This design comes from an exercise in tuning for small area on the open sky130 flow, not from production work.
Only simulation tests tie the RTL to the original design; equivalence was not proved.

<file path="flow/design.v">
module dcpu16_core (
    input  wire         clk,
    input  wire         rst,         
    input  wire         start,       
    output wire         busy,        
    output reg          mem_req,
    output reg          mem_we,
    output reg  [15:0]  mem_addr,
    output reg  [15:0]  mem_wdata,
    input  wire         mem_ready,
    input  wire [15:0]  mem_rdata,
    output wire [127:0] regs,        
    output wire [15:0]  pc,
    output wire [15:0]  sp,
    output wire         o
);
    localparam [2:0] S_IDLE  = 3'd0,
                     S_FETCH = 3'd1,
                     S_RES   = 3'd2,
                     S_EXT   = 3'd3,
                     S_MRD   = 3'd4,
                     S_EXEC  = 3'd5,
                     S_WB    = 3'd6;
    localparam [2:0] L_REG = 3'd0,
                     L_MEM = 3'd1,
                     L_SP  = 3'd2,
                     L_PC  = 3'd3,
                     L_O   = 3'd4,
                     L_LIT = 3'd5;
    reg [15:0] gpr [0:7];
    reg [15:0] pc_r;
    reg [15:0] sp_r;
    reg        o_r;
    reg [2:0]  state;
    reg [15:0] ir;           
    reg        which;        
    reg [15:0] cur_addr;     
    reg [2:0]  a_kind;
    reg [15:0] a_loc;        
    reg [15:0] a_val;
    reg [15:0] b_val;
    reg [15:0] wb_val;
    wire [3:0] op = ir[3:0];
    wire [5:0] ca = ir[9:4];
    wire [5:0] cb = ir[15:10];
    wire [5:0] code = which ? cb : ca;
    assign busy = (state != S_IDLE);
    assign regs = {gpr[7], gpr[6], gpr[5], gpr[4], gpr[3], gpr[2], gpr[1], gpr[0]};
    assign pc   = pc_r;
    assign sp   = sp_r;
    assign o    = o_r;
    reg [15:0] ex_result;
    reg        ex_has_result;
    reg        ex_skip;
    reg        ex_writes_o;
    reg        ex_o;
    wire [16:0] add_raw = {1'b0, a_val} + {1'b0, b_val};
    wire [16:0] sub_raw = {1'b0, a_val} - {1'b0, b_val};
    wire [31:0] mul_raw = a_val * b_val;
    wire [15:0] div_q   = (b_val == 16'd0) ? 16'd0 : a_val / b_val;
    wire [15:0] mod_r   = (b_val == 16'd0) ? 16'd0 : a_val % b_val;
    wire        big_sh  = (b_val[15:4] != 12'd0);
    wire [31:0] shl_raw = {16'd0, a_val} << b_val[3:0];
    wire [15:0] shr_raw = a_val >> b_val[3:0];
    always @(*) begin
        ex_result     = 16'd0;
        ex_has_result = 1'b0;
        ex_skip       = 1'b0;
        ex_writes_o   = 1'b0;
        ex_o          = 1'b0;
        case (op)
            4'd0: ;  
            4'd1: begin  
                ex_result = b_val; ex_has_result = 1'b1;
            end
            4'd2: begin  
                ex_result = add_raw[15:0]; ex_has_result = 1'b1;
                ex_writes_o = 1'b1; ex_o = add_raw[16];
            end
            4'd3: begin  
                ex_result = sub_raw[15:0]; ex_has_result = 1'b1;
                ex_writes_o = 1'b1; ex_o = sub_raw[16];
            end
            4'd4: begin  
                ex_result = mul_raw[15:0]; ex_has_result = 1'b1;
                ex_writes_o = 1'b1; ex_o = (mul_raw[31:16] != 16'd0);
            end
            4'd5: begin  
                ex_result = div_q; ex_has_result = 1'b1;
                ex_writes_o = 1'b1; ex_o = (b_val == 16'd0);
            end
            4'd6: begin  
                ex_result = mod_r; ex_has_result = 1'b1;
                ex_writes_o = 1'b1; ex_o = 1'b0;
            end
            4'd7: begin  
                ex_result = big_sh ? 16'd0 : shl_raw[15:0]; ex_has_result = 1'b1;
                ex_writes_o = 1'b1;
                ex_o = big_sh ? (a_val != 16'd0) : (shl_raw[31:16] != 16'd0);
            end
            4'd8: begin  
                ex_result = big_sh ? 16'd0 : shr_raw; ex_has_result = 1'b1;
                ex_writes_o = 1'b1; ex_o = 1'b0;
            end
            4'd9:  begin ex_result = a_val & b_val; ex_has_result = 1'b1; end  
            4'd10: begin ex_result = a_val | b_val; ex_has_result = 1'b1; end  
            4'd11: begin ex_result = a_val ^ b_val; ex_has_result = 1'b1; end  
            4'd12: ex_skip = (a_val != b_val);              
            4'd13: ex_skip = (a_val == b_val);              
            4'd14: ex_skip = !(a_val > b_val);              
            4'd15: ex_skip = ((a_val & b_val) == 16'd0);    
        endcase
    end
    wire code_ext = (code[5:3] == 3'b010) || (code == 6'd30) || (code == 6'd31);
    task finish_operand(input [2:0] kind, input [15:0] loc, input [15:0] val);
        begin
            if (!which) begin
                a_kind <= kind;
                a_loc  <= loc;
                a_val  <= val;
                which  <= 1'b1;
                state  <= S_RES;
            end else begin
                b_val  <= val;
                state  <= S_EXEC;
            end
        end
    endtask
    integer i;
    always @(posedge clk) begin
        if (rst) begin
            state    <= S_IDLE;
            for (i = 0; i < 8; i = i + 1) gpr[i] <= 16'd0;
            pc_r     <= 16'd0;
            sp_r     <= 16'd0;
            o_r      <= 1'b0;
            ir       <= 16'd0;
            which    <= 1'b0;
            cur_addr <= 16'd0;
            a_kind   <= L_LIT;
            a_loc    <= 16'd0;
            a_val    <= 16'd0;
            b_val    <= 16'd0;
            wb_val   <= 16'd0;
        end else begin
            case (state)
                S_IDLE: begin
                    if (start) state <= S_FETCH;
                end
                S_FETCH: begin
                    if (mem_ready) begin
                        ir    <= mem_rdata;
                        which <= 1'b0;
                        state <= S_RES;
                    end
                end
                S_RES: begin
                    if (code_ext) begin
                        state <= S_EXT;
                    end else if (code[5]) begin
                        finish_operand(L_LIT, 16'd0, {11'd0, code[4:0]});
                    end else if (code[5:3] == 3'b000) begin
                        finish_operand(L_REG, {13'd0, code[2:0]}, gpr[code[2:0]]);
                    end else if (code[5:3] == 3'b001) begin
                        cur_addr <= gpr[code[2:0]];
                        state    <= S_MRD;
                    end else begin
                        case (code)
                            6'd24: begin  
                                cur_addr <= sp_r;
                                sp_r     <= sp_r + 16'd1;
                                state    <= S_MRD;
                            end
                            6'd25: begin  
                                cur_addr <= sp_r;
                                state    <= S_MRD;
                            end
                            6'd26: begin  
                                cur_addr <= sp_r - 16'd1;
                                sp_r     <= sp_r - 16'd1;
                                state    <= S_MRD;
                            end
                            6'd27: finish_operand(L_SP, 16'd0, sp_r);
                            6'd28: finish_operand(L_PC, 16'd0, pc_r);
                            default: finish_operand(L_O, 16'd0, {15'd0, o_r});  
                        endcase
                    end
                end
                S_EXT: begin
                    if (mem_ready) begin
                        pc_r <= pc_r + 16'd1;
                        if (code == 6'd31) begin
                            finish_operand(L_LIT, 16'd0, mem_rdata);
                        end else if (code == 6'd30) begin
                            cur_addr <= mem_rdata;
                            state    <= S_MRD;
                        end else begin
                            cur_addr <= gpr[code[2:0]] + mem_rdata;
                            state    <= S_MRD;
                        end
                    end
                end
                S_MRD: begin
                    if (mem_ready) finish_operand(L_MEM, cur_addr, mem_rdata);
                end
                S_EXEC: begin
                    if (ex_writes_o) o_r <= ex_o;
                    if (ex_has_result) begin
                        case (a_kind)
                            L_REG: gpr[a_loc[2:0]] <= ex_result;
                            L_SP:  sp_r <= ex_result;
                            L_O:   o_r  <= (ex_result != 16'd0);
                            default: ;
                        endcase
                    end
                    if (ex_has_result && a_kind == L_PC)
                        pc_r <= ex_result + 16'd1;
                    else
                        pc_r <= pc_r + (ex_skip ? 16'd2 : 16'd1);
                    wb_val <= ex_result;
                    if (ex_has_result && a_kind == L_MEM)
                        state <= S_WB;
                    else
                        state <= S_IDLE;
                end
                S_WB: begin
                    if (mem_ready) state <= S_IDLE;
                end
                default: state <= S_IDLE;
            endcase
        end
    end
    always @(*) begin
        mem_req   = 1'b0;
        mem_we    = 1'b0;
        mem_addr  = 16'd0;
        mem_wdata = 16'd0;
        case (state)
            S_FETCH: begin
                mem_req  = 1'b1;
                mem_addr = pc_r;
            end
            S_EXT: begin
                mem_req  = 1'b1;
                mem_addr = pc_r + 16'd1;
            end
            S_MRD: begin
                mem_req  = 1'b1;
                mem_addr = cur_addr;
            end
            S_WB: begin
                mem_req   = 1'b1;
                mem_we    = 1'b1;
                mem_addr  = a_loc;
                mem_wdata = wb_val;
            end
            default: ;
        endcase
    end
endmodule
</file>
<file path="flow/run.sh">
#!/bin/bash
# synth_recipe.tcl (not shown) runs the flow's synth.tcl, then flattens the netlist and writes it again
# the make line also repeats each setting of config.mk as NAME=value (left out here)
make -C /OpenROAD-flow-scripts/flow DESIGN_CONFIG=/design/flow/config.mk WORK_HOME=/design/flow/orfs CLKGATE_MAP_FILE= SYNTH_SCRIPT=/design/flow/synth_recipe.tcl finish
</file>
<file path="flow/config.mk">
export PLATFORM = sky130hd
export DESIGN_NAME = dcpu16_core
export DESIGN_NICKNAME = dcpu16_core
export VERILOG_FILES = /design/flow/design.v
export SDC_FILE = /design/flow/constraint.sdc
export NUM_CORES = 4
export LEC_CHECK = 0
export CAP_MARGIN = 20
export CORE_MARGIN = 2
export CORE_UTILIZATION = 40
export PLACE_DENSITY = 0.6
export SLEW_MARGIN = 20
</file>
<file path="flow/constraint.sdc">
create_clock -name core_clock -period 33.0 [get_ports {clk}]
set_input_delay 6.6000 -clock core_clock [delete_from_list [all_inputs] [get_ports {clk}]]
set_output_delay 6.6000 -clock core_clock [all_outputs]
set_load 0.01 [all_outputs]
</file>
==> flow_metrics.tcl <==
set metrics [dict create \
    status "timing/DRC/antenna clean" \
    ioPinCount 216 \
    skew_ns 0.02596 \
    grt_pass1_vias 34230 \
    grt_pass1_wl_mm 225.3 \
    overflow 0 \
    path_clk_slew_ns 0.07 \
    crit_slowest_cell "a211oi_1" \
    crit_path_end_kind "register" \
    register_area_um2 6570 \
    postCtsSetupBuffers 0 \
    drt-pass1-iter-count 8 \
    hpwl_mm 115.3 \
    route.detailed.drc 0 \
    fin_ws_ns 1.777 \
    postRouteWirelength_mm 153.1 \
    area_growth_pct 12.08 \
    drive_above_1_share_pct 7.152 \
    syn_nets 5025 \
    setup_viol 0 \
    hp-class "register to register" \
    start_util_pct 40.24 \
    cp-start-kind "register" \
    clockRootBuffer "clkbuf_16" \
    whs_path_depth 2 \
    core_area_um2 88100 \
    netlist_instances 4491 \
    min_from "wb_val[2]" \
    dieArea_um2 91040 \
    post-route-min-period_ns 31.22 \
    post-route-period-util_pct 94.62 \
    slew_violations 0 \
    htreeDepth 1 \
    critPathRequiredTime_ns 33.43 \
    min_to "wb_val[2]" \
    clock_latency_ns 0.60 \
    cp_max_fo 20 \
    dp_slack_ns 0.2403 \
    crit_type "register to register" \
    max_freq_ghz 0.03203 \
    die_w_um 301.7 \
    multi_input_area_um2 26470 \
    worst_path_most_repeated_cell "ha_1" \
    worstRegToRegCells 115 \
    die_y_um 301.7 \
    wl_per_cell_um 26.74 \
    antenna_found_initial 4 \
    cpPeakStageDelay_ns 0.63 \
    numCtsBuffers 28 \
    timing.rr.start "b_val[6]" \
    io_buffers 215 \
    synth_seq_cells 264 \
    fin_util_pct 45.10 \
    std_cell_rows 109 \
    yosysUniqueCellTypes 101 \
    async_flop_share_pct 0 \
    seq_area_frac_synth_pct 18.52 \
    clock_path_buffers 3 \
    yosysWarnings 1 \
    routed_via_density 6.200 \
    fillers 8894 \
    cts_tree "done" \
    hold_viol 0 \
    synth_edf_count 128 \
    cap_violations 0 \
    detail-route-antenna-nets 0 \
    clkSinkCount 264 \
    cp.arrival_ns 31.65 \
    relSlewSlack_pct 24.74 \
    synth.avg_cell_area_um2 7.895 \
    synth_ff_type "dfxtp_1" \
    nets 5070 \
    r2r-end "o_r" \
    grt_start_max_net_pins 69 \
    track_usage_pct 32.75 \
    drt_iter0_markers 3742 \
    netlist_area_um2 35460 \
    r2r_slack_ns 1.78 \
    gp_congestion 1.031 \
    dr_total_vias 35490 \
    tightest_slew_ns 1.117 \
]
stage by stage:
step | setup TNS [ns] | area (µm²) | hold WS [ns] | std cells
2_1_floorplan | 0 | 35460 | 0.4319 | 4491
3_3_place_gp | 0 | 38710 | 0.4427 | 5669
3_5_place_dp | 0 | 38720 | 0.4479 | 5670
4_1_cts | 0 | 39640 | 0.4557 | 5722
5_1_grt | -0.01049 | 39740 | 0.4733 | 5723
6_report | 0 | 39740 | 0.4603 | 5724
worst max-delay path: cells and delay by family, from the launching register on:
kind,cells,cell delay [ns]
AO/OA/AOI/OAI,56,15.56
AND/OR/NAND/NOR,36,8.35
adder cells (fa/ha/maj),15,4.61
buffers and inverters,6,1.20
multiplexers,2,0.78
flip-flops,1,0.51
what timing repair did:
action / in CTS / in global routing
hold endpoints to repair: 0 / 0
hold buffers: 0 / 0
gates resized for setup: 0 / 24
endpoints found under the setup margin: 0 / 177
flip-flops by register name (all words and copies together), names as in the netlist:
signal / count
a_kind: 3
a_loc: 16
a_val: 16
b_val: 16
cur_addr: 16
gpr: 128
ir: 16
o_r: 1
pc_r: 16
sp_r: 16
state: 3
wb_val: 16
which: 1
cell usage after synthesis, types with 10 or more instances:
cell         n  area (µm²)
xor2_1      70       613.1
o2111ai_1   12       105.1
nand2b_1    32       200.2
inv_1      364        1366
o211ai_1    56       420.4
buf_1       36       135.1
a21boi_0    10       75.07
a211o_1     17       148.9
dfxtp_1    136        2723
mux2_2      12       135.1
nand3_1     77       385.4
a21oi_1    297        1486
a221oi_1    35       306.5
a31oi_1     47       294.0
and2_1      25       156.4
o22ai_1     37       231.5
a22oi_1     38       285.3
a21o_1      59       442.9
nor2b_1     32       200.2
mux2i_1     53       530.5
a221o_1     11       110.1
fa_1       199        3984
ha_1       315        3941
o221ai_1    19       166.4
nand2_1    379        1423
a211oi_1    57       427.9
o21a_1      64       480.5
clkbuf_1   244       915.9
o31ai_1     30       225.2
edfxtp_1   128        3844
nor2_1     699        2624
o21ai_0    211        1056
or2_2       20       125.1
xnor2_1     85       744.5
buf_2       14       70.07
nor4_1      33       206.5
nor3_1     121       605.6
or3_1       39       244.0
and3_1      58       362.9
a311oi_1    19       166.4
o21bai_1    11       82.58
nand4_1     33       206.5
mux4_2      63        1419
how the worst max path moves through the flow:
| stage | from | end | slack [ns] | depth (start not counted) |
|---|---|---|---|---|
| 6_report | b_val[6] | o_r | 1.78 | 115 |
| 5_1_grt | b_val[6] | pc_r[10] | -0.01 | 116 |
| 4_1_cts | b_val[6] | pc_r[10] | 0.1 | 115 |
| 3_5_place_dp | b_val[6] | pc_r[10] | 0.24 | 115 |
| 3_3_place_gp | b_val[6] | pc_r[10] | 0.78 | 115 |
| 2_1_floorplan | b_val[1] | pc_r[10] | 5.05 | 124 |
cells in the final DEF, fill, tap and decap left out, types with 61 or more instances in the layout:
cell type,synthesis,final
o21a_1,64,61
mux4_2,63,63
nor3_1,121,115
dfxtp_1,136,133
nand2_1,379,378
fa_1,199,199
xnor2_1,85,85
edfxtp_1,128,128
nand3_1,77,77
clkdlybuf4s50_1,0,214
xor2_1,70,70
o21ai_0,211,207
a21oi_1,297,295
nor2_1,699,696
ha_1,315,315
inv_1,364,363
buf_4,5,100
metal layers:
metal | wire (µm) | global-route usage (%)
met3 | 14300 | 6.397
met2 | 68240 | 52.00
met5 | 41 | 0
met1 | 62180 | 42.90
met4 | 8293 | 15.39
cell type report:
| class | instances | area share [%] |
|---|---|---|
| Multi-Input combinational cell | 3553 | 66.62 |
| Sequential cell | 264 | 16.53 |
| Timing Repair Buffer | 316 | 7.346 |
| Tap cell | 1165 | 3.668 |
| Inverter | 373 | 3.523 |
| Clock buffer | 35 | 1.933 |
| Clock inverter | 17 | 0.3715 |
| Antenna cell | 1 | 0.006297 |
logic make-up after synthesis:
group,count (synthesis),synth area share [%]
adder cells (fa/ha/maj),514,22.35
buffers and inverters,674,7.280
AND/OR/NAND/NOR,1610,20.60
XOR/XNOR,155,3.829
AO/OA/AOI/OAI,1144,21.46
multiplexers,130,5.964
flip-flops,264,18.52

[port drivers added, routing unchanged]
How much do the figures lean on ideal ports? The routed layout below was timed once more, with nothing changed but the port constraints.
Step 1, drivers: a clkbuf_16 drives clk and a buf_2 each remaining input, both assumed.
Step 2 also shifts input and output timing later by t, the mid clock arrival at the registers, as if the neighbouring blocks saw the same clock.
Slacks: no drivers / after step 1 / after step 2; pairs: no drivers / after step 1.
t, ns: 0.647
slack for setup (ns): 1.777 / 1.777 / 1.777
cell pins on the clock port's net: 1
After both steps setup and hold are still met in this run. For this run, drivers alone change the setup slack by 0.000 ns; drivers and shift together by 0.000 ns.
